Background: an optimization exercise with open tools, aiming at small area. Do not read the settings as production practice. Only simulation tests tie the RTL to the original design; equivalence was not proved. Power figures rest on the tool's default switching activity, not on a simulated workload.

==> design.v <==
module filter_core #(
    parameter NMAX = 32
) (
    input  wire        clk,
    input  wire        rst_n,
    input  wire        cmd_valid,
    output wire        cmd_ready,
    input  wire [23:0] cmd_data,
    output wire        rsp_valid,
    input  wire        rsp_ready,
    output wire [31:0] rsp_data,
    output wire        fault_o
);
    localparam [1:0] M_CONFIG = 2'd0, M_RUN = 2'd1, M_FAULT = 2'd2;
    localparam [7:0] OP_RESET = 8'h01, OP_RDREG = 8'h02, OP_RDW  = 8'h03,
                     OP_RDK   = 8'h04, OP_WSET  = 8'h05, OP_SETN = 8'h10,
                     OP_SETLIM= 8'h11, OP_SETDTH= 8'h12, OP_WPUSH= 8'h13,
                     OP_KPUSH = 8'h14, OP_INIT  = 8'h15, OP_LIM  = 8'h21,
                     OP_MED   = 8'h22, OP_AVG   = 8'h23, OP_SAVG = 8'h24,
                     OP_MAVG  = 8'h25, OP_SMAVG = 8'h26, OP_CSAVG= 8'h27,
                     OP_WSAVG = 8'h28, OP_DITH  = 8'h29;
    localparam [3:0] E_NONE  = 4'h0, E_ILL   = 4'h1, E_MODE  = 4'h2,
                     E_LOCKED= 4'h3, E_IDX   = 4'h4, E_CAP   = 4'h5,
                     E_NLEN  = 4'h6, E_WFILL = 4'h7, E_KLEN  = 4'h8,
                     E_KSUM  = 4'h9, E_DTH   = 4'hA, E_NTRIM = 4'hB,
                     E_NOWGT = 4'hC;
    localparam [5:0] S_RST  = 6'd0,  S_IDLE = 6'd1,  S_DEC  = 6'd2,  S_RESP = 6'd3,
                     S_RDW  = 6'd4,  S_RDK  = 6'd5,  S_WW   = 6'd6,  S_KW   = 6'd7,
                     S_KS0  = 6'd8,  S_KS1  = 6'd9,  S_KCHK = 6'd10, S_L1   = 6'd11,
                     S_L2   = 6'd12, S_CSR  = 6'd13, S_CPY  = 6'd14, S_SLW  = 6'd15,
                     S_SUM0 = 6'd16, S_SUM1 = 6'd17, S_MAX0 = 6'd18, S_MAX1 = 6'd19,
                     S_V0   = 6'd20, S_V1   = 6'd21, S_V2   = 6'd22, S_V3   = 6'd23,
                     S_V4   = 6'd24, S_V5   = 6'd25, S_V6   = 6'd26, S_V7   = 6'd27,
                     S_V8   = 6'd28, S_Q0   = 6'd29, S_Q1   = 6'd30, S_Q2   = 6'd31,
                     S_WS0  = 6'd32, S_WA   = 6'd33, S_WB   = 6'd34, S_WC   = 6'd35,
                     S_D0   = 6'd36, S_D1   = 6'd37, S_D1B  = 6'd38, S_D2   = 6'd39,
                     S_D3   = 6'd40, S_M1   = 6'd41, S_M2   = 6'd42, S_M3   = 6'd43,
                     S_M4   = 6'd44;
    reg [1:0]  mode;
    reg [12:1] err;
    reg [3:0]  fcode;
    reg [23:0] fcmd;
    reg [7:0]  n_r;
    reg [7:0]  limit_r;
    reg [15:0] dth;
    reg [5:0]  wcnt;
    reg [5:0]  kcnt;
    reg        kok;
    reg        dv;
    reg [20:0] acc;
    reg [12:0] kacc;
    reg [7:0]  minr;
    reg [7:0]  maxr;
    reg [7:0]  q1;
    reg [7:0]  res;
    reg [7:0]  dacc;
    reg [7:0]  dcand;
    reg [15:0] dcnt;
    reg [5:0]  state;
    reg [23:0] cmd_r;
    reg [3:0]  rcode;
    reg [4:0]  lc;
    reg [9:0]  mreg;
    reg [255:0] wring;
    reg [255:0] kring;
    reg [4:0]   wh;
    reg [4:0]   kh;
    wire [7:0]  whd = wring[7:0];
    wire [7:0]  khd = kring[7:0];
    reg         w_we, w_hold, k_we;
    always @(posedge clk) begin
        wring <= {(w_we ? mreg[7:0] : wring[7:0]), wring[255:8]};
        kring <= {(k_we ? mreg[7:0] : kring[7:0]), kring[255:8]};
    end
    always @(posedge clk) begin
        if (!rst_n) begin
            wh <= 5'd0;
            kh <= 5'd0;
        end else begin
            if (!w_hold)
                wh <= wh + 5'd1;
            kh <= kh + 5'd1;
        end
    end
    assign cmd_ready = (state == S_IDLE);
    assign rsp_valid = (state == S_RESP);
    assign fault_o   = (mode == M_FAULT);
    wire [7:0] op = cmd_r[23:16];
    wire [7:0] fb = cmd_r[15:8];
    wire [7:0] fa = cmd_r[7:0];
    reg legal;
    always @(*) begin
        case (op)
            OP_RESET, OP_MED, OP_AVG, OP_MAVG:
                legal = (fb == 8'd0) && (fa == 8'd0);
            OP_SETN, OP_SETLIM, OP_WPUSH, OP_KPUSH, OP_SAVG, OP_SMAVG,
            OP_CSAVG, OP_WSAVG, OP_DITH:
                legal = (fb == 8'd0);
            OP_RDREG, OP_RDW, OP_RDK:
                legal = (fa == 8'd0);
            OP_WSET, OP_LIM, OP_SETDTH:
                legal = 1'b1;
            OP_INIT:
                legal = (fb == 8'd0) && (fa[7:1] == 7'd0);
            default:
                legal = 1'b0;
        endcase
    end
    wire is_read  = (op == OP_RESET) || (op == OP_RDREG) || (op == OP_RDW) || (op == OP_RDK);
    wire cfg_only = (op == OP_SETN) || (op == OP_SETLIM) || (op == OP_SETDTH) ||
                    (op == OP_WPUSH) || (op == OP_KPUSH) || (op == OP_INIT);
    wire run_only = (op >= OP_LIM) && (op <= OP_DITH);
    reg [3:0] dec_fault;
    always @(*) begin
        dec_fault = E_NONE;
        if (!legal)
            dec_fault = E_ILL;
        else if (mode == M_FAULT && !is_read)
            dec_fault = E_LOCKED;
        else if ((mode == M_RUN && cfg_only) || (mode == M_CONFIG && run_only))
            dec_fault = E_MODE;
        else begin
            case (op)
                OP_RDREG: if (fb > 8'h13) dec_fault = E_IDX;
                OP_RDW, OP_WSET: if (fb >= {2'd0, wcnt}) dec_fault = E_IDX;
                OP_RDK: if (fb >= {2'd0, kcnt}) dec_fault = E_IDX;
                OP_WPUSH: if (wcnt[5]) dec_fault = E_CAP;
                OP_KPUSH: if (kcnt[5]) dec_fault = E_CAP;
                OP_INIT: begin
                    if (n_r < 8'd2 || n_r > 8'd32)      dec_fault = E_NLEN;
                    else if ({2'd0, wcnt} != n_r)        dec_fault = E_WFILL;
                    else if (dth == 16'd0)               dec_fault = E_DTH;
                    else if (fa[0] && {2'd0, kcnt} != n_r) dec_fault = E_KLEN;
                end
                OP_MAVG, OP_SMAVG: if (n_r < 8'd3) dec_fault = E_NTRIM;
                OP_WSAVG: if (!kok) dec_fault = E_NOWGT;
                default: ;
            endcase
        end
    end
    reg [4:0] rsel;
    always @(*) begin
        case (op)
            OP_RDREG:                rsel = fb[4:0];
            OP_RESET:                rsel = 5'h03;
            OP_RDW, OP_RDK, OP_WSET: rsel = 5'h14;
            OP_SETN, OP_INIT:        rsel = 5'h05;
            OP_SETLIM:               rsel = 5'h06;
            OP_SETDTH:               rsel = 5'h07;
            OP_WPUSH:                rsel = 5'h08;
            OP_KPUSH:                rsel = 5'h09;
            default:                 rsel = 5'h10;
        endcase
    end
    reg [23:0] rval;
    always @(*) begin
        case (rsel)
            5'h00: rval = NMAX;
            5'h01: rval = {22'd0, mode};
            5'h02: rval = {11'd0, err, 1'b0};
            5'h03: rval = {20'd0, fcode};
            5'h04: rval = fcmd;
            5'h05: rval = {16'd0, n_r};
            5'h06: rval = {16'd0, limit_r};
            5'h07: rval = {8'd0, dth};
            5'h08: rval = {18'd0, wcnt};
            5'h09: rval = {18'd0, kcnt};
            5'h0A: rval = {22'd0, dv, kok};
            5'h0B: rval = {3'd0, acc};
            5'h0C: rval = {11'd0, kacc};
            5'h0D: rval = {16'd0, minr};
            5'h0E: rval = {16'd0, maxr};
            5'h0F: rval = {16'd0, q1};
            5'h10: rval = {16'd0, res};
            5'h11: rval = {16'd0, dacc};
            5'h12: rval = {16'd0, dcand};
            5'h13: rval = {8'd0, dcnt};
            5'h14: rval = {16'd0, mreg[7:0]};
            default: rval = 24'd0;
        endcase
    end
    assign rsp_data = {4'd0, rcode, (rcode != 4'd0) ? 24'd0 : rval};
    localparam [2:0] A_ZERO = 3'd0, A_ACC = 3'd1, A_KACC = 3'd2, A_MREG = 3'd3, A_DCNT = 3'd4;
    localparam [3:0] B_ZERO = 4'd0, B_WH = 4'd1, B_KH = 4'd2, B_Q1 = 4'd3, B_D = 4'd4,
                     B_HALF = 4'd5, B_MINR = 4'd6, B_MAXR = 4'd7, B_FA = 4'd8,
                     B_FB = 4'd9, B_LIM = 4'd10, B_DTH = 4'd11, B_RES = 4'd12,
                     B_N = 4'd13, B_NH = 4'd14;
    wire is_mavg  = (op == OP_MAVG) || (op == OP_SMAVG);
    wire is_wsavg = (op == OP_WSAVG);
    wire is_med   = (op == OP_MED);
    wire [5:0]  n6   = n_r[5:0];
    wire [5:0]  nsub = n6 - (is_mavg ? 6'd2 : (is_med ? 6'd1 : 6'd0));
    wire [12:0] dv_d = is_wsavg ? kacc : {7'd0, nsub};
    wire [4:0]  nm1  = n_r[4:0] - 5'd1;
    wire wmask = n_r[5] || (wh < n_r[4:0]);
    wire kmask = n_r[5] || (kh < n_r[4:0]);
    reg [2:0] asel;
    reg [3:0] bsel;
    reg       binv, bcin;
    always @(*) begin
        asel = A_ZERO;
        bsel = B_ZERO;
        binv = 1'b0;
        bcin = 1'b0;
        case (state)
            S_DEC:  bsel = (op == OP_LIM) ? B_FB : B_FA;
            S_RDW, S_CSR: bsel = B_WH;
            S_RDK, S_WB:  bsel = B_KH;
            S_KS1: begin asel = A_KACC; bsel = kmask ? B_KH : B_ZERO; end
            S_KCHK: asel = A_KACC;
            S_L1:  begin asel = A_MREG; bsel = B_FA; binv = 1'b1; bcin = 1'b1; end
            S_L2:  begin asel = A_MREG; bsel = B_LIM; binv = ~mreg[9]; end
            S_CPY, S_V4: bsel = B_RES;
            S_SUM1: begin asel = (wh == 5'd0) ? A_ZERO : A_ACC; bsel = wmask ? B_WH : B_ZERO; end
            S_V0:  begin asel = A_ACC; bsel = B_MINR; binv = 1'b1; bcin = 1'b1; end
            S_V1:  begin asel = A_ACC; bsel = B_MAXR; binv = 1'b1; bcin = 1'b1; end
            S_V2:  begin asel = A_ACC; bsel = B_HALF; end
            S_V3:  begin asel = A_ACC; bsel = B_D; binv = 1'b1; bcin = 1'b1; end
            S_V5:  begin asel = A_ACC; bsel = B_D; end
            S_V6:  begin asel = A_ACC; bsel = B_HALF; binv = 1'b1; bcin = 1'b1; end
            S_V7:  begin asel = A_ACC; bsel = B_MINR; end
            S_V8:  begin asel = A_ACC; bsel = B_MAXR; end
            S_Q0:  bsel = B_Q1;
            S_Q1:  begin asel = A_MREG; bsel = B_NH; end
            S_Q2:  begin asel = A_MREG; bsel = B_N; binv = 1'b1; bcin = 1'b1; end
            S_WC:  begin asel = A_ACC; bsel = B_Q1; end
            S_M1:  bsel = B_HALF;
            S_D0:  bcin = 1'b1;
            S_D1, S_D2: begin asel = A_DCNT; bsel = B_DTH; binv = 1'b1; bcin = 1'b1; end
            S_D1B: begin asel = A_DCNT; bcin = 1'b1; end
            default: ;
        endcase
    end
    reg [21:0] alu_a, alu_b;
    always @(*) begin
        case (asel)
            A_ACC:  alu_a = {1'b0, acc};
            A_KACC: alu_a = {9'd0, kacc};
            A_MREG: alu_a = {{12{mreg[9]}}, mreg};
            A_DCNT: alu_a = {6'd0, dcnt};
            default: alu_a = 22'd0;
        endcase
        case (bsel)
            B_WH:   alu_b = {14'd0, whd};
            B_KH:   alu_b = {14'd0, khd};
            B_Q1:   alu_b = {14'd0, q1};
            B_D:    alu_b = {9'd0, dv_d};
            B_HALF: alu_b = {10'd0, dv_d[12:1]};
            B_MINR: alu_b = {14'd0, minr};
            B_MAXR: alu_b = {14'd0, maxr};
            B_FA:   alu_b = {14'd0, fa};
            B_FB:   alu_b = {14'd0, fb};
            B_LIM:  alu_b = {14'd0, limit_r};
            B_DTH:  alu_b = {6'd0, dth};
            B_RES:  alu_b = {14'd0, res};
            B_N:    alu_b = {16'd0, n6};
            B_NH:   alu_b = {17'd0, n6[5:1]};
            default: alu_b = 22'd0;
        endcase
    end
    wire [21:0] alu_r   = alu_a + (alu_b ^ {22{binv}}) + {21'd0, bcin};
    wire        alu_neg = alu_r[21];
    wire        alu_z   = (alu_r == 22'd0);
    wire [7:0] cmp_x  = (state == S_M3) ? res : ((state == S_SUM1) ? minr : maxr);
    wire       hd_lt  = whd < cmp_x;
    wire       hd_gt  = whd > cmp_x;
    wire       mz       = (mreg == 10'd0);
    wire [9:0] mreg_dec = mreg - 10'd1;
    wire       wh_hit   = (wh == lc);
    wire       kh_hit   = (kh == lc);
    wire       wh_last  = (wh == 5'd31);
    wire       kh_last  = (kh == 5'd31);
    wire       dmatch   = dv && (fa == dcand);
    always @(*) begin
        w_we   = 1'b0;
        w_hold = 1'b0;
        k_we   = 1'b0;
        if (rst_n) begin
            if (state == S_WW && wh_hit) w_we = 1'b1;
            if (state == S_SLW && wh_hit) begin w_we = 1'b1; w_hold = 1'b1; end
            if (state == S_KW && kh_hit) k_we = 1'b1;
        end
    end
    wire do_reset = (state == S_DEC) && (dec_fault == E_NONE) && (op == OP_RESET);
    always @(posedge clk) begin
        if (!rst_n || do_reset) begin
            mode    <= M_CONFIG;
            err     <= 12'd0;
            fcode   <= 4'd0;
            fcmd    <= 24'd0;
            n_r     <= 8'd0;
            limit_r <= 8'd10;
            dth     <= 16'd10;
            wcnt    <= 6'd0;
            kcnt    <= 6'd0;
            kok     <= 1'b0;
            dv      <= 1'b0;
            acc     <= 21'd0;
            kacc    <= 13'd0;
            minr    <= 8'd0;
            maxr    <= 8'd0;
            q1      <= 8'd0;
            res     <= 8'd0;
            dacc    <= 8'd0;
            dcand   <= 8'd0;
            dcnt    <= 16'd0;
        end
        if (!rst_n) begin
            state <= S_RST;
        end else begin
            case (state)
            S_IDLE: begin
                if (cmd_valid) begin
                    cmd_r <= cmd_data;
                    state <= S_DEC;
                end
            end
            S_DEC: begin
                rcode <= dec_fault;
                state <= S_RESP;
                if (dec_fault != E_NONE) begin
                    err[dec_fault] <= 1'b1;
                    if (mode != M_FAULT) begin
                        fcode <= dec_fault;
                        fcmd  <= cmd_r;
                        mode  <= M_FAULT;
                    end
                end else begin
                    case (op)
                    OP_RDW: begin lc <= fb[4:0]; state <= S_RDW; end
                    OP_RDK: begin lc <= fb[4:0]; state <= S_RDK; end
                    OP_WSET: begin lc <= fb[4:0]; mreg <= alu_r[9:0]; state <= S_WW; end
                    OP_SETN:   n_r <= fa;
                    OP_SETLIM: limit_r <= fa;
                    OP_SETDTH: dth <= {fb, fa};
                    OP_WPUSH: begin
                        lc   <= wcnt[4:0];
                        mreg <= alu_r[9:0];
                        wcnt <= wcnt + 6'd1;
                        state <= S_WW;
                    end
                    OP_KPUSH: begin
                        lc   <= kcnt[4:0];
                        mreg <= alu_r[9:0];
                        kcnt <= kcnt + 6'd1;
                        state <= S_KW;
                    end
                    OP_INIT: begin
                        if (fa[0]) begin
                            state <= S_KS0;
                        end else begin
                            kok  <= 1'b0;
                            dv   <= 1'b0;
                            mode <= M_RUN;
                        end
                    end
                    OP_LIM: begin
                        res   <= fb;
                        mreg  <= alu_r[9:0];
                        state <= S_L1;
                    end
                    OP_MED: begin
                        res   <= 8'd0;
                        lc    <= 5'd7;
                        state <= S_M1;
                    end
                    OP_AVG, OP_MAVG: state <= S_SUM0;
                    OP_SAVG, OP_SMAVG, OP_WSAVG: begin
                        mreg  <= alu_r[9:0];
                        lc    <= n_r[4:0];
                        state <= S_SLW;
                    end
                    OP_CSAVG: begin
                        lc    <= nm1;
                        state <= S_CSR;
                    end
                    OP_DITH: state <= S_D0;
                    default: ;    
                    endcase
                end
            end
            S_RDW: if (wh_hit) begin mreg <= alu_r[9:0]; state <= S_RESP; end
            S_RDK: if (kh_hit) begin mreg <= alu_r[9:0]; state <= S_RESP; end
            S_WW:  if (wh_hit) state <= S_RESP;
            S_KW:  if (kh_hit) state <= S_RESP;
            S_KS0: if (kh_last) state <= S_KS1;
            S_KS1: begin
                kacc <= alu_r[12:0];
                if (kh_last) state <= S_KCHK;
            end
            S_KCHK: begin
                if (alu_z) begin
                    err[E_KSUM] <= 1'b1;
                    fcode <= E_KSUM;
                    fcmd  <= cmd_r;
                    mode  <= M_FAULT;
                    rcode <= E_KSUM;
                end else begin
                    kok  <= 1'b1;
                    dv   <= 1'b0;
                    mode <= M_RUN;
                end
                state <= S_RESP;
            end
            S_CSR: if (wh_hit) begin
                res   <= whd;
                mreg  <= alu_r[9:0];
                state <= S_L1;
            end
            S_L1: begin
                mreg  <= alu_r[9:0];
                state <= S_L2;
            end
            S_L2: begin
                if (mreg[9] ? !alu_neg : alu_neg)
                    res <= fa;
                if (op == OP_LIM) begin
                    state <= S_RESP;
                end else begin
                    lc    <= n_r[4:0];
                    state <= S_CPY;
                end
            end
            S_CPY: begin
                mreg  <= alu_r[9:0];
                state <= S_SLW;
            end
            S_SLW: if (wh_hit) begin
                if (is_wsavg) state <= S_WS0;
                else          state <= S_SUM0;
            end
            S_SUM0: if (wh_last) state <= S_SUM1;
            S_SUM1: begin
                acc <= alu_r[20:0];
                if (is_mavg && (wh == 5'd0 || (wmask && hd_lt)))
                    minr <= whd;
                if (wh_last) state <= is_mavg ? S_MAX0 : S_V2;
            end
            S_MAX0: if (wh_last) state <= S_MAX1;
            S_MAX1: begin
                if (wh == 5'd0 || (wmask && hd_gt))
                    maxr <= whd;
                if (wh_last) state <= S_V0;
            end
            S_V0: begin acc <= alu_r[20:0]; state <= S_V1; end
            S_V1: begin acc <= alu_r[20:0]; state <= S_V2; end
            S_V2: begin
                acc   <= alu_r[20:0];
                res   <= 8'd0;
                state <= S_V3;
            end
            S_V3: begin
                if (!alu_neg) begin
                    acc <= alu_r[20:0];
                    res <= res + 8'd1;
                end else
                    state <= S_V4;
            end
            S_V4: begin
                mreg <= alu_r[9:0];
                if (is_wsavg) q1 <= res;
                state <= S_V5;
            end
            S_V5: begin
                if (!mz) begin
                    acc  <= alu_r[20:0];
                    mreg <= mreg_dec;
                end else
                    state <= S_V6;
            end
            S_V6: begin
                acc <= alu_r[20:0];
                if (is_mavg)       state <= S_V7;
                else if (is_wsavg) state <= S_Q0;
                else               state <= S_RESP;
            end
            S_V7: begin acc <= alu_r[20:0]; state <= S_V8; end
            S_V8: begin acc <= alu_r[20:0]; state <= S_RESP; end
            S_Q0: begin mreg <= alu_r[9:0]; state <= S_Q1; end
            S_Q1: begin mreg <= alu_r[9:0]; res <= 8'd0; state <= S_Q2; end
            S_Q2: begin
                if (!alu_neg) begin
                    mreg <= alu_r[9:0];
                    res  <= res + 8'd1;
                end else
                    state <= S_RESP;
            end
            S_WS0: begin
                acc   <= alu_r[20:0];
                lc    <= nm1;
                state <= S_WA;
            end
            S_WA: if (wh_hit) begin q1 <= whd; state <= S_WB; end
            S_WB: if (kh_hit) begin mreg <= alu_r[9:0]; state <= S_WC; end
            S_WC: begin
                if (!mz) begin
                    acc  <= alu_r[20:0];
                    mreg <= mreg_dec;
                end else if (lc == 5'd0) begin
                    state <= S_V2;
                end else begin
                    lc    <= lc - 5'd1;
                    state <= S_WA;
                end
            end
            S_M1: begin
                res[lc[2:0]] <= 1'b1;
                mreg  <= alu_r[9:0];
                state <= S_M2;
            end
            S_M2: if (wh_last) state <= S_M3;
            S_M3: begin
                if (wmask && hd_lt) mreg <= mreg_dec;
                if (wh_last) state <= S_M4;
            end
            S_M4: begin
                if (mreg[9]) res[lc[2:0]] <= 1'b0;
                if (lc == 5'd0) state <= S_RESP;
                else begin
                    lc    <= lc - 5'd1;
                    state <= S_M1;
                end
            end
            S_D0: begin
                if (!dmatch) begin
                    dcand <= fa;
                    dcnt  <= alu_r[15:0];
                    if (!dv) dacc <= fa;
                    state <= S_D2;
                end else
                    state <= S_D1;
            end
            S_D1: state <= alu_z ? S_D2 : S_D1B;
            S_D1B: begin dcnt <= alu_r[15:0]; state <= S_D2; end
            S_D2: begin
                if (alu_z) dacc <= dcand;
                state <= S_D3;
            end
            S_D3: begin
                res   <= dacc;
                dv    <= 1'b1;
                state <= S_RESP;
            end
            S_RESP: if (rsp_ready) state <= S_IDLE;
            default: state <= S_IDLE;    
            endcase
        end
    end
endmodule
==> run.sh <==
#!/bin/bash
# synth_recipe.tcl (not shown) runs the flow's synth.tcl, then flattens the netlist and writes it again
# the make line also repeats each setting of config.mk as NAME=value (left out here)
make -C /OpenROAD-flow-scripts/flow DESIGN_CONFIG=/design/flow/config.mk WORK_HOME=/design/flow/orfs CLKGATE_MAP_FILE= SYNTH_SCRIPT=/design/flow/synth_recipe.tcl finish
==> config.mk <==
export PLATFORM = sky130hd
export DESIGN_NAME = filter_core
export DESIGN_NICKNAME = filter_core
export VERILOG_FILES = /design/flow/design.v
export SDC_FILE = /design/flow/constraint.sdc
export NUM_CORES = 4
export LEC_CHECK = 0
export CAP_MARGIN = 20
export CORE_MARGIN = 2
export CORE_UTILIZATION = 40
export CTS_BUF_LIST = sky130_fd_sc_hd__clkbuf_4
export SLEW_MARGIN = 20
==> constraint.sdc <==
create_clock -name core_clock -period 12.0 [get_ports {clk}]
set_input_delay 2.4000 -clock core_clock [delete_from_list [all_inputs] [get_ports {clk}]]
set_output_delay 2.4000 -clock core_clock [all_outputs]
set_load 0.01 [all_outputs]
==> impl_metrics.json, run 1 <==
{
  "wirelength_um": 120300,
  "dp_cells": 3933,
  "synth.distinct_cells": 108,
  "vias": 25990,
  "fin_crit_ps": 8592,
  "cpMaxStageDelayCell": "nor4b_2",
  "antenna_found_initial": 6,
  "stdcell_count": 4267,
  "clk_pin_slew_ps": 80,
  "seq_area_frac_synth": 0.5289,
  "critPathArrivalTime_ps": 9320,
  "fmax_ghz": 0.1164,
  "drive_above_1_share": 0.1437,
  "grt_start_max_net_pins": 50,
  "timing.rr.start": "state[0]",
  "clk_latency_ps": 1070,
  "synth.area.top_cells": "dfxtp_1 49%, edfxtp_1 4.4%, a21oi_1 3.6%, nand2_1 3.5%, ha_1 3.1%",
  "critPathLaunch": "state[0]",
  "overflow": 0,
  "finalCoreUtilization": 0.4615,
  "async_reset_ff_frac": 0,
  "syn_area_um2": 29470,
  "outcome": "no timing/DRC/antenna violations",
  "cts_made_buffers": 184,
  "yosysMostFrequentCell": "dfxtp_1",
  "port_buffers": 58,
  "die_x_um": 275.4,
  "finalHoldViolations": 0,
  "hpwl_um": 87060,
  "critical_path_class": "reg -> reg",
  "drcViolationCount": 0,
  "crit_chain": "buf_4 -> nand2b_1 -> nor3_2 -> buf_4 -> nand2_1 -> nand3_1 -> a221oi_1 -> nor4b_2 -> a221oi_1 -> and3_1 -> xnor2_1 -> ha_1 -> a21oi_1 -> o21ai_0 -> nand2_1 -> nand4b_1 -> o22ai_2 -> xnor2_2 -> a2111oi_4 -> and2_1 -> and3_1 -> o21a_1",
  "start_kind": "flop",
  "viasPerCell": 6.092,
  "vdd.ir_drop.worst_uv": 142.8,
  "crit_family": "simple AND/OR/NAND/NOR gates",
  "max-slew-margin-rel": 0.09822,
  "min_from": "wring[23]",
  "tightest_slew_ps": 1342,
  "fin_skew_ps": 116.2,
  "ctsResizeCount": 0,
  "fin_nets": 3263,
  "endpoint_kind": "flop",
  "power_density_nw_per_um2": 179.0,
  "cts_root_buffer": "clkbuf_4",
  "synth_edf_count": 43,
  "start_util": 0.4039,
  "dieArea_um2": 75850,
  "cts_tree": "yes",
  "crit_buf_inv": 2,
  "critPathRequiredTime_ps": 12730,
  "cts_setup_buffers": 0,
  "clock_path_buffers": 3,
  "grt_pass1_vias": 24630,
  "slew_viol_final": 0,
  "grt_usage": 0.3160,
  "cts_sinks": 757,
  "wire_per_inst_um": 28.19,
  "cts_hold_buf": 0,
  "synth_top_area_cell": "dfxtp_1",
  "p_leak_nw": 12.84,
  "postSynthCellCount": 3012,
  "finalCritPeriodShare": 0.7160,
  "rsz0062_at_grt": "false",
  "synth_flop_cell": "dfxtp_1",
  "synth_seq_cells": 757,
  "htree_num_levels": 4,
  "num_rows": 99,
  "die_h_um": 275.4,
  "ant_nets": 0,
  "avgSynthCellArea_um2": 9.783,
  "io_pins": 63,
  "areaGrowthSynthToFinish_pct": 14.25,
  "cap_violations": 0,
  "core-area_um2": 72960,
  "synth_common_cells": "714 x dfxtp_1, 272 x nand2_1, 212 x a21oi_1",
  "dr.pass1.iters": 8,
  "slowest_delay_ps": 900,
  "tns_ps": 0,
  "cp_max_fo": 22,
  "routabilityCongestion": 0.9938,
  "hp-class": "reg -> reg",
  "yosys_warnings": 1,
  "setup_viol": 0,
  "synth_top_area_frac": 0.4851,
  "drt_iter0_markers": 3272,
  "grt_pass1_wl_um": 173100
}
## worst register-to-register path, delay by kind of cell, from the launching register on
family | cells | cell delay [ps]
AO/OA/AOI/OAI | 7 | 2850
XOR/XNOR | 2 | 500
AND/OR/NAND/NOR | 10 | 3130
adder cells (fa/ha/maj) | 1 | 400
buffers and inverters | 2 | 590
flip-flops | 1 | 810
## cells by family (layout without fill, tap and decap cells)
group           Yosys count  count (layout)  synth area share
simple gates            946             946            0.1602
compound gates          865             865            0.2070
flops                   757             757            0.5289
buf+inv                 252             542           0.03503
xor+xnor                 95              95           0.02849
fa+ha+maj                75              75           0.03261
mux                      21              21          0.007686
other cells               1               7         0.0001273
## where the power goes
part / switching, mW / total (mW) / internal [mW] / leakage, nW
registers: 0.110 / 2.72 / 2.61 / 6.14
logic: 0.822 / 1.16 / 0.340 / 5.26
clock network: 1.07 / 2.15 / 1.08 / 1.44
total: 2.00 / 6.03 / 4.03 / 12.8
## state kept, by name, summed over array words and instances (netlist names), 10 cells and up
| signal | flops |
|---|---|
| acc | 21 |
| kring | 256 |
| mreg | 10 |
| dth | 16 |
| dcnt | 16 |
| wring | 256 |
| err | 12 |
| cmd_r | 24 |
| fcmd | 24 |
| kacc | 13 |
## metal layers
layer | up-vias | global-route usage | part of all wire
met3 | 334 | 0.07943 | 0.10
met5 | - | 0 | 0.00011
met4 | 2 | 0.2065 | 0.070
met2 | 1525 | 0.4502 | 0.41
met1 | 12610 | 0.4235 | 0.42
li1 | 11520 | - | -
## final timing paths
kind / slack [ps] / endpoint / depth (start not counted)
hold / removal: 270 / wring[15] / 0
hold reg to reg: 270 / wring[15] / 0
setup reg to reg: 3410 / rcode[2] / 22
setup / recovery: 3410 / rcode[2] / 22
## through the flow
| step | area, um^2 | total power, mW | hold WS (ps) | worst slack, ps |
|---|---|---|---|---|
| floorplan | 29480 | 3.442 | 309.6 | 5926 |
| global route | 33670 | 6.307 | 274.8 | 2933 |
| finish | 33670 | 6.026 | 272.6 | 3408 |
| detailed placement | 31220 | 3.893 | 312.1 | 3648 |
| global placement | 31190 | 3.889 | 309.8 | 3823 |
| CTS | 33650 | 6.064 | 258.7 | 3454 |
## cells in the final DEF, fill, tap and decap left out, types with 19 or more instances in the layout
master | netlist | routed
xnor2_1 | 57 | 57
a22o_1 | 89 | 89
clkinv_1 | 1 | 37
ha_1 | 72 | 72
nand2b_1 | 42 | 42
dfxtp_1 | 714 | 714
nor2b_1 | 27 | 27
nand3_1 | 98 | 98
a22oi_1 | 90 | 90
clkbuf_4 | 0 | 276
a21oi_1 | 212 | 212
or3_1 | 19 | 19
a31oi_1 | 34 | 34
clkdlybuf4s50_1 | 0 | 57
and2_1 | 27 | 27
inv_1 | 56 | 55
edfxtp_1 | 43 | 43
nor3_1 | 76 | 72
xor2_1 | 37 | 37
and3_1 | 20 | 20
buf_4 | 7 | 93
nor2_1 | 203 | 202
a222oi_1 | 49 | 49
a221oi_1 | 38 | 38
a21o_1 | 27 | 27
nand4_1 | 58 | 58
o211ai_1 | 22 | 22
nand2_1 | 272 | 272
o21ai_0 | 142 | 140
## layout make-up
cell class	count	area, um^2
Inverter	60	225.2
Multi-Input combinational cell	2006	12940
Fill cell	7066	39290
Sequential cell	757	15580
Clock inverter	55	360.3
Clock buffer	276	2072
Antenna cell	3	7.507
Timing Repair Buffer	151	1274
Tap cell	959	1200
==> run 2, diff against run 1 <==
--- a/config.mk
+++ b/config.mk
@@ -8,5 +8,4 @@
 export CAP_MARGIN = 20
 export CORE_MARGIN = 2
 export CORE_UTILIZATION = 40
-export CTS_BUF_LIST = sky130_fd_sc_hd__clkbuf_4
 export SLEW_MARGIN = 20
==> run 2 against run 1 <==
Still clean. Combinational power about the same. Critical path depth unchanged. Register-to-register slack about the same. Sequential share of layout area decreased by 0.074 points. Fmax about the same. Worst setup slack got worse by 6.8 ps. Worst hold slack improved by 29 ps. Area after synthesis unchanged. Largest cell class unchanged.
==> impl_metrics.json, run 2 <==
{
  "die_h_um": 275.4,
  "finalCritPeriodShare": 0.7166,
  "yosys.area_share.simple": 0.1602,
  "yosysMostFrequentCell": "dfxtp_1",
  "antenna_found_initial": 3,
  "cap_violations": 0,
  "cts_sinks": 757,
  "synth-compound-area-share": 0.2070,
  "synth_adder_area_share": 0.03261,
  "grt.met1_usage": 0.4263,
  "use_met2": 0.4501,
  "drcViolationCount": 0,
  "synthMuxAreaShare": 0.007685,
  "syn_area_um2": 29470,
  "outcome": "no timing/DRC/antenna violations",
  "p_leak_nw": 12.62,
  "layout_commonest_cell": "dfxtp_1",
  "dieArea_um2": 75850,
  "die_x_um": 275.4,
  "areaGrowthSynthToFinish_pct": 14.44,
  "async_reset_ff_frac": 0,
  "wire_per_inst_um": 29.32,
  "max-slew-margin-rel": 0.1533,
  "cts_tree": "yes",
  "synth.distinct_cells": 108,
  "seq_area_frac_synth": 0.5289,
  "vdd.ir_drop.worst_uv": 169.1,
  "synth_edf_count": 43,
  "postSynthCellCount": 3012,
  "slew_viol_final": 0,
  "endpoint_kind": "flop",
  "tns_ps": 0,
  "cts_root_buffer": "clkbuf_16",
  "ant_nets": 0,
  "dp_cells": 3933,
  "yosys_warnings": 1,
  "port_buffers": 58,
  "clk_pin_slew_ps": 70,
  "fin_nets": 3156,
  "critical_path_class": "reg -> reg",
  "hpwl_um": 87060,
  "drt_iter0_markers": 3518,
  "use_met3": 0.06342,
  "fmax_ghz": 0.1163,
  "synthXorXnorAreaFrac": 0.02849,
  "synth_top_area_frac": 0.4851,
  "grt.busiest_layer": "met2",
  "overflow": 0,
  "hp-class": "reg -> reg",
  "clock_path_buffers": 3,
  "synth_top_area_cell": "dfxtp_1",
  "grt_usage": 0.3118,
  "fin_crit_ps": 8599,
  "start_kind": "flop",
  "grt_pass1_wl_um": 171300,
  "routabilityCongestion": 0.9938,
  "cts_hold_buf": 0,
  "cp_max_fo": 22,
  "setup_viol": 0,
  "grt_start_max_net_pins": 50,
  "cts_made_buffers": 76,
  "finalHoldViolations": 0,
  "grt_pass1_vias": 23630,
  "critPathArrivalTime_ps": 8950,
  "num_rows": 99,
  "ctsResizeCount": 0,
  "viasPerCell": 6.233,
  "top_regs": "kring x256, wring x256",
  "power_density_nw_per_um2": 184.0,
  "synth_flop_cell": "dfxtp_1",
  "wirelength_um": 119100,
  "start_util": 0.4039,
  "rsz0062_at_grt": "false",
  "clk_latency_ps": 650,
  "synth_seq_cells": 757,
  "layout_common_cells": "714 x dfxtp_1, 272 x nand2_1, 212 x a21oi_1",
  "io_pins": 63,
  "dr.pass1.iters": 10,
  "cts_setup_buffers": 0,
  "stdcell_count": 4063,
  "diodes": 0,
  "htree_num_levels": 3,
  "tightest_slew_ps": 1265,
  "critPathRequiredTime_ps": 12350,
  "core-area_um2": 72960,
  "vias": 25320,
  "avgSynthCellArea_um2": 9.783,
  "synth.area.top_cells": "dfxtp_1 49%, edfxtp_1 4.4%, a21oi_1 3.6%, nand2_1 3.5%, ha_1 3.1%",
  "fin_skew_ps": 47.64,
  "synth_top_family_by_area": "compound AO/OA/AOI/OAI gates",
  "synth_common_cells": "714 x dfxtp_1, 272 x nand2_1, 212 x a21oi_1",
  "drive_above_1_share": 0.09536
}
run 2: worst max-delay path: stages (launching register included):
cell and delay, ps:
dfxtp_1 810, buf_4 380, nand2b_1 410, nor3_2 80, buf_4 210, nand2_1 110, nand3_1 90, a221oi_1 590
nor4b_2 920, a221oi_1 270, and3_1 250, xnor2_1 130, ha_1 400, a21oi_1 100, o21ai_0 690, nand2_1 160
nand4b_1 270, o22ai_2 180, xnor2_2 360, a2111oi_4 800, and2_1 510, and3_1 300, o21a_1 240
run 2: area by class of cell:
type,count,area [um^2]
clock inverter,28,352.8
fill,6939,39240
timing repair buffer,152,1289
sequential,757,15580
multi-input combinational,2006,12940
clock buffer,101,2127
tap,959,1200
inverter,60,225.2
run 2: stage by stage:
| step | total power, mW | hold slack (ps) | setup WS (ps) | util | instance area [um^2] |
|---|---|---|---|---|---|
| finish | 6.203 | 301.6 | 3401 | 0.4622 | 33720 |
| global route | 6.438 | 305.6 | 2992 | 0.4622 | 33720 |
| CTS | 6.225 | 291.5 | 3624 | 0.4619 | 33700 |
| detailed placement | 3.893 | 312.1 | 3648 | 0.4279 | 31220 |
| global placement | 3.889 | 309.8 | 3823 | 0.4275 | 31190 |
| floorplan | 3.442 | 309.6 | 5926 | - | 29480 |
run 2: metal layers:
| metal | vias up | part of all wire | wire, um |
|---|---|---|---|
| met4 | 0 | 0.073 | 8673 |
| met3 | 339 | 0.097 | 11600 |
| met1 | 12370 | 0.42 | 49710 |
| li1 | 11180 | - | - |
| met2 | 1433 | 0.41 | 49160 |
| met5 | - | 0 | 0 |
run 2: final timing paths:
check	from	endpoint	slack, ps	depth (start not counted)
setup reg to reg	state[0]	rcode[3]	3400	22
hold reg to reg	kring[150]	kring[142]	300	0
hold / removal	kring[150]	kring[142]	300	0
setup / recovery	state[0]	rcode[3]	3400	22
run 2: where the power goes:
group | internal, mW | leakage, nW | switching (mW)
registers | 2.61 | 6.14 | 0.112
logic | 0.341 | 5.27 | 0.819
clock network | 1.31 | 1.21 | 1.01
run 2: cells by family (layout without fill, tap and decap cells):
family / after synthesis / count (layout)
buffers and inverters: 252 / 341
AO/OA/AOI/OAI: 865 / 865
other: 1 / 4
multiplexers: 21 / 21
flip-flops: 757 / 757
AND/OR/NAND/NOR: 946 / 946
XOR/XNOR: 95 / 95
adder cells (fa/ha/maj): 75 / 75

## separate check: timing with driven ports
How much do the figures lean on ideal ports? The routed layouts below were timed once more, with nothing changed but the port constraints. Step 1, drivers: a clkbuf_16 drives clk and a buf_2 each remaining input, both assumed. Step 2, shift: input delay + t, output delay - t, t = (earliest + latest rising clock arrival at the registers) / 2. This alone moves slack from input paths to output paths. Slacks: no drivers / after step 1 / after step 2; pairs: no drivers / after step 1.
run | shift t [ns] | slack for setup (ns) | hold WS [ns] | pins driven straight from the clock port
run 1 | 1.079 | 3.408 / 3.381 / 3.408 | 0.273 / 0.273 / 0.273 | 1
run 2 | 0.691 | 3.401 / 3.401 / 3.401 | 0.302 / 0.302 / 0.302 | 1
After both steps every run listed still meets setup and hold.
